This design comes from an exercise in tuning for small area, a short achievable clock period and few clock cycles per item on the open sky130 flow, not from production work. Only simulation tests tie the RTL to the original design; equivalence was not proved.

==> flow/design.v (outline; a module is shown in full before it is edited, if it fits) <==
// module rf5c_vol_rom: 40 lines
// module rf5c_pan_rom: 138 lines
// module rf5c_pan_mul: 1347 lines
// module rf5c_mul_trunc: 741 lines
// module rf5c400_mixer: 100 lines
module rf5c400_mixer (
    input  wire        clk,
    input  wire        rst,           
    input  wire        in_valid,
    output wire        in_ready,
    input  wire [15:0] in_word,       
    input  wire [1:0]  in_type,       
    input  wire [7:0]  in_vol,        
    input  wire [63:0] in_level,      
    input  wire [7:0]  in_pan_l,      
    input  wire [7:0]  in_pan_r,      
    output reg         out_valid,
    output wire [20:0] out_l,         
    output wire [20:0] out_r          
);
  // ...
==> flow/run.sh <==
#!/bin/bash
# synth_recipe.tcl (not shown) runs the flow's synth.tcl, then flattens the netlist and writes it again
# the make line also repeats each setting of config.mk as NAME=value (left out here)
make -C /OpenROAD-flow-scripts/flow DESIGN_CONFIG=/design/flow/config.mk WORK_HOME=/design/flow/orfs CLKGATE_MAP_FILE= SYNTH_SCRIPT=/design/flow/synth_recipe.tcl finish
==> flow/config.mk <==
export PLATFORM = sky130hd
export DESIGN_NAME = rf5c400_mixer
export DESIGN_NICKNAME = rf5c400_mixer
export VERILOG_FILES = /design/flow/design.v
export SDC_FILE = /design/flow/constraint.sdc
export NUM_CORES = 4
export LEC_CHECK = 0
export ABC_AREA = 1
export CAP_MARGIN = 20
export CORE_MARGIN = 2
export CORE_UTILIZATION = 40
export SLEW_MARGIN = 20
export SYNTH_MEMORY_MAX_BITS = 32768
==> flow/constraint.sdc <==
create_clock -name core_clock -period 60.0 [get_ports {clk}]
set_input_delay 12.0000 -clock core_clock [delete_from_list [all_inputs] [get_ports {clk}]]
set_output_delay 12.0000 -clock core_clock [all_outputs]
set_load 0.01 [all_outputs]
==> flow_metrics.env, run 1 <==
export IMPL_outcome="finished clean"
export IMPL_wl_per_cell_um=22.4
export IMPL_dpl_cell_area_um2=61200
export IMPL_clockBufferDepth=3
export IMPL_overflow=0
export IMPL_synth_top_family_by_area="adder cells"
export IMPL_dr_first_iter_drc_count=6578
export IMPL_final_clk_cell_share_pct=1.72
export IMPL_multi_input_area_um2=46500
export IMPL_fmax_ghz=0.0725
export IMPL_drive_above_1_share_pct=3.67
export IMPL_met2WireLength_um=102000
export IMPL_drc_errors=0
export IMPL_worstMarginPinSlew_ns=1.16
export IMPL_synth_top_area_share_pct=19.3
export IMPL_dp_cells=10000
export IMPL_synth_xor_area_share_pct=11.7
export IMPL_clock_skew_final_ns=0.0389
export IMPL_nets=9217
export IMPL_largest_register_ffs=63
export IMPL_vias=60200
export IMPL_largest_register="a_level"
export IMPL_taps=1903
export IMPL_fin_ws_ns=46.22
export IMPL_setup_violations=0
export IMPL_syn_area_um2=58100
export IMPL_layout_common_cells="nand2_1, inv_1, xor2_1"
export IMPL_buf_share_pct=3.48
export IMPL_r2r_end="acc_l[20]"
export IMPL_hold_viol=0
export IMPL_stdcell_area_um2=62300
export IMPL_cts_inserted_buffers=30
export IMPL_maxCapViolCount=0
export IMPL_cts_tree="built"
export IMPL_place_hpwl_um=166000
export IMPL_timing_final_crit_period_ns=13.78
export IMPL_design_seq_count=275
export IMPL_arrival_ns=1.78
export IMPL_cts_htree_levels=1
export IMPL_yosys_warnings=2
export IMPL_fillCellCount=15200
Testbench counts, summed over its fixed seeds: cycles 196,656, items 6,144.
==> inputs of run 2 (changes only) <==
==> flow/flow/run.sh (new file) <==
#!/bin/bash
# Layout flow: the standard layout, except that synthesis runs with
# SYNTH_ARGS=-noabc. That skips the generic ABC pass inside Yosys's "synth"
# (which rewrites the carry-save adder trees before full adders are
# extracted, leaving inverters between the adder cells); the final ABC
# mapping to the cell library still runs. Everything else, the registers
# included, is the standard synthesis and layout.
set -euo pipefail
sed 's/^make -C /make SYNTH_ARGS=-noabc -C /' standard.sh > synth_noabc.sh
grep -q 'SYNTH_ARGS=-noabc' synth_noabc.sh
bash synth_noabc.sh synth > synth.log 2>&1
bash standard.sh > layout.log 2>&1
test -f out/final.def
==> flow/standard.sh (new file) <==
#!/bin/bash
# synth_recipe.tcl (not shown) runs the flow's synth.tcl, then flattens the netlist and writes it again
# the make line also repeats each setting of config.mk as NAME=value (left out here)
make -C /OpenROAD-flow-scripts/flow DESIGN_CONFIG=/design/flow/config.mk WORK_HOME=/design/flow/orfs CLKGATE_MAP_FILE= SYNTH_SCRIPT=/design/flow/synth_recipe.tcl "${@:-finish}"
removed: flow/run.sh
==> run 2 against run 1 <==
Via count shrank 4.0%. Still clean. Critical endpoint is now out_l[20]. First-iteration DRC count up 0.88%. Sequential cell count unchanged. Critical path depth is the same.
==> flow_metrics.env, run 2 <==
export IMPL_outcome="finished clean"
export IMPL_die_h_um=379
export IMPL_initial_utilization_pct=40.3
export IMPL_drc_errors=0
export IMPL_arrival_ns=1.60
export IMPL_cp_startpoint="acc_l[20]"
export IMPL_final_common_cell="nand2_1"
export IMPL_critPathCaptureType="output port"
export IMPL_synth_edf_count=0
export IMPL_yosysMostFrequentCell="nand2_1"
export IMPL_hold_buffers=0
export IMPL_grt_pass1_vias=55900
export IMPL_largest_register="a_level"
export IMPL_clkTransAtPathRegs_ns=0.07
export IMPL_top_regs="a_level (63), b_frac (52)"
export IMPL_tns_ns=0
export IMPL_dp_slack_ns=47.04
export IMPL_antenna_found_initial=1
export IMPL_io_pins=153
export IMPL_crit_required_ns=48.00
export IMPL_area_growth_synth_to_final_pct=7.18
export IMPL_hold_path_class="register to register"
export IMPL_yosys_most_used_dff="dfxtp_1"
export IMPL_setup_violations=0
export IMPL_r2r_end="acc_l[20]"
export IMPL_groute_usage_overall_pct=29.8
export IMPL_synth_top_area_share_pct=20.3
export IMPL_syn_avg_cell_area_um2=7.22
export IMPL_rows=137
export IMPL_vias=57800
export IMPL_dr_first_iter_drc_count=6636
export IMPL_grt_pass1_wl_um=335000
export IMPL_synth_seq_area_share_pct=9.81
export IMPL_grt_max_degree=58
export IMPL_synthArstFlopShare_pct=0
export IMPL_critical_path_endpoint="out_l[20]"
export IMPL_post_cts_buffers=0
export IMPL_cts_htree_levels=1
export IMPL_place_gp_congestion=0.985
export IMPL_drt_pass1_iterations=8
export IMPL_clockBufferDepth=3
export IMPL_dieArea_um2=143000
export IMPL_via_per_inst=6.07
export IMPL_synth_top_area_cell="fa_1"
export IMPL_detail_route_antenna_nets=0
export IMPL_ys_top_cells_by_count="nand2_1, nor2_1, inv_1"
export IMPL_yosys_warnings=2
export IMPL_layout_common_cells="nand2_1, nor2_1, inv_1"
export IMPL_drv_slew=0
export IMPL_fin_ws_ns=46.40
export IMPL_ys_top_cells_by_area="fa_1, xor2_1, dfxtp_1, ha_1, nand2_1"
export IMPL_overflow=0
export IMPL_r2r_start="c_pan_l[2]"
export IMPL_cts_inserted_buffers=31
export IMPL_worstMarginPinSlew_ns=1.10
export IMPL_nets=8661
export IMPL_io_buffers=150
export IMPL_syn_area_um2=56100
export IMPL_start_kind="register"
export IMPL_rsz0062_at_grt="false"
export IMPL_clockRootBuffer="clkbuf_16"
export IMPL_core_area_um2=139000
export IMPL_ys_types=71
export IMPL_cts_sinks=275
export IMPL_place_hpwl_um=167000
export IMPL_routed_wirelength_um=222000
export IMPL_cpMaxStageDelayCell="clkdlybuf4s50_1"
export IMPL_r2r_cells=47
export IMPL_largest_register_ffs=63
export IMPL_drive_above_1_share_pct=3.89
export IMPL_wl_per_cell_um=23.3
export IMPL_crit_cells=1
export IMPL_clock_latency_ns=0.66
export IMPL_cp_buffers_inverters=1
export IMPL_synth_seq_cells=275
export IMPL_cts_tree="built"
export IMPL_fmax_ghz=0.0735
export IMPL_path_max_fanout=2
export IMPL_synthCells=7772
export IMPL_crit_family="buffers and inverters"
export IMPL_clock_skew_final_ns=0.0270
export IMPL_path_class="register to output port"
export IMPL_hold_viol=0
export IMPL_timing_final_crit_period_ns=13.60
export IMPL_period_share_pct=22.7
export IMPL_path_cells="clkdlybuf4s50_1"
export IMPL_chipWidth_um=379
export IMPL_critPathMaxStageDelay_ns=0.62
export IMPL_r2r_slack_ns=48.39
export IMPL_syn_num_nets=8815
export IMPL_maxCapViolCount=0
export IMPL_max_slew_margin_pct=26.1
export IMPL_cts_resized=0
run 2: changes by cell type in the layout (fill, tap and decap cells not counted), moves of 13 or more:
cell	delta
clkinv_1	-14
ha_1	-24
inv_1	-397
nand2_1	-117
nand3_1	-89
nor2_1	+71
o21a_1	+18
o21ai_0	+13
o22ai_1	-27
run 2: stage by stage:
step | util [%] | hold WS, ns | instance area [µm²] | instances
6_report | 43.2 | 0.321 | 60200 | 9520
5_1_grt | 43.2 | 0.329 | 60200 | 9519
4_1_cts | 43.2 | 0.321 | 60200 | 9518
3_5_place_dp | 42.4 | 0.312 | 59100 | 9460
3_3_place_gp | 42.4 | 0.310 | 59100 | 9460
2_1_floorplan | - | 0.310 | 56100 | 7772
run 2: worst min path at each step:
stage,start,to,slack [ns],cells past startpoint
5_1_grt,a_level[45],b_frac[45],0.33,0
3_3_place_gp,a_level[10],b_frac[10],0.31,0
2_1_floorplan,a_level[0],b_frac[0],0.31,0
6_report,a_pan_l[3],b_pan_l[3],0.32,0
4_1_cts,a_pan_l[3],b_pan_l[3],0.32,0
3_5_place_dp,a_level[16],b_frac[16],0.31,0
run 2: metal layers:
layer	track usage [%]	wire length (µm)
met5	0	0
met3	5.96	23000
met1	41.4	94400
met4	9.70	7830
met2	46.2	96900
run 2: cell type report:
type,count,area (µm²)
Fill cell,14600,79200
Multi-Input combinational cell,6245,45900
Inverter,831,3120
Timing Repair Buffer,234,2130
Antenna cell,1,2.50
Clock inverter,20,209
Tap cell,1876,2350
Clock buffer,38,896
Sequential cell,275,5550
run 2: cells by family (layout without fill, tap and decap cells):
logic type | count (synthesis) | after routing | synth area share, %
flip-flops | 275 | 275 | 9.81
AO/OA/AOI/OAI | 2021 | 2021 | 22.2
buffers and inverters | 1252 | 1123 | 8.53
XOR/XNOR | 797 | 797 | 12.4
adder cells (fa/ha/maj) | 934 | 934 | 28.4
other | 1 | 2 | 0.00668
AND/OR/NAND/NOR | 2492 | 2492 | 18.6

==> what the ideal ports hide <==
No port has a modelled driver above. Below, the same layouts with a new extraction and two added sets of constraints. Step 1 assumes that a clkbuf_16 drives the clock port and a buf_2 every other input. Step 2 also shifts input and output timing later by t, the mid clock arrival at the registers, as if the neighbouring blocks saw the same clock. Three values: no drivers, after step 1, after step 2; two values: the first two.
run | shift t [ns] | setup WS [ns] | worst register clock-pin slew, ns
run 1 | 0.702 | 46.216 / 46.145 / 46.846 | 0.10 / 0.10
run 2 | 0.719 | 46.403 / 46.327 / 46.992 | 0.07 / 0.07
After both steps every run listed still meets setup and hold.
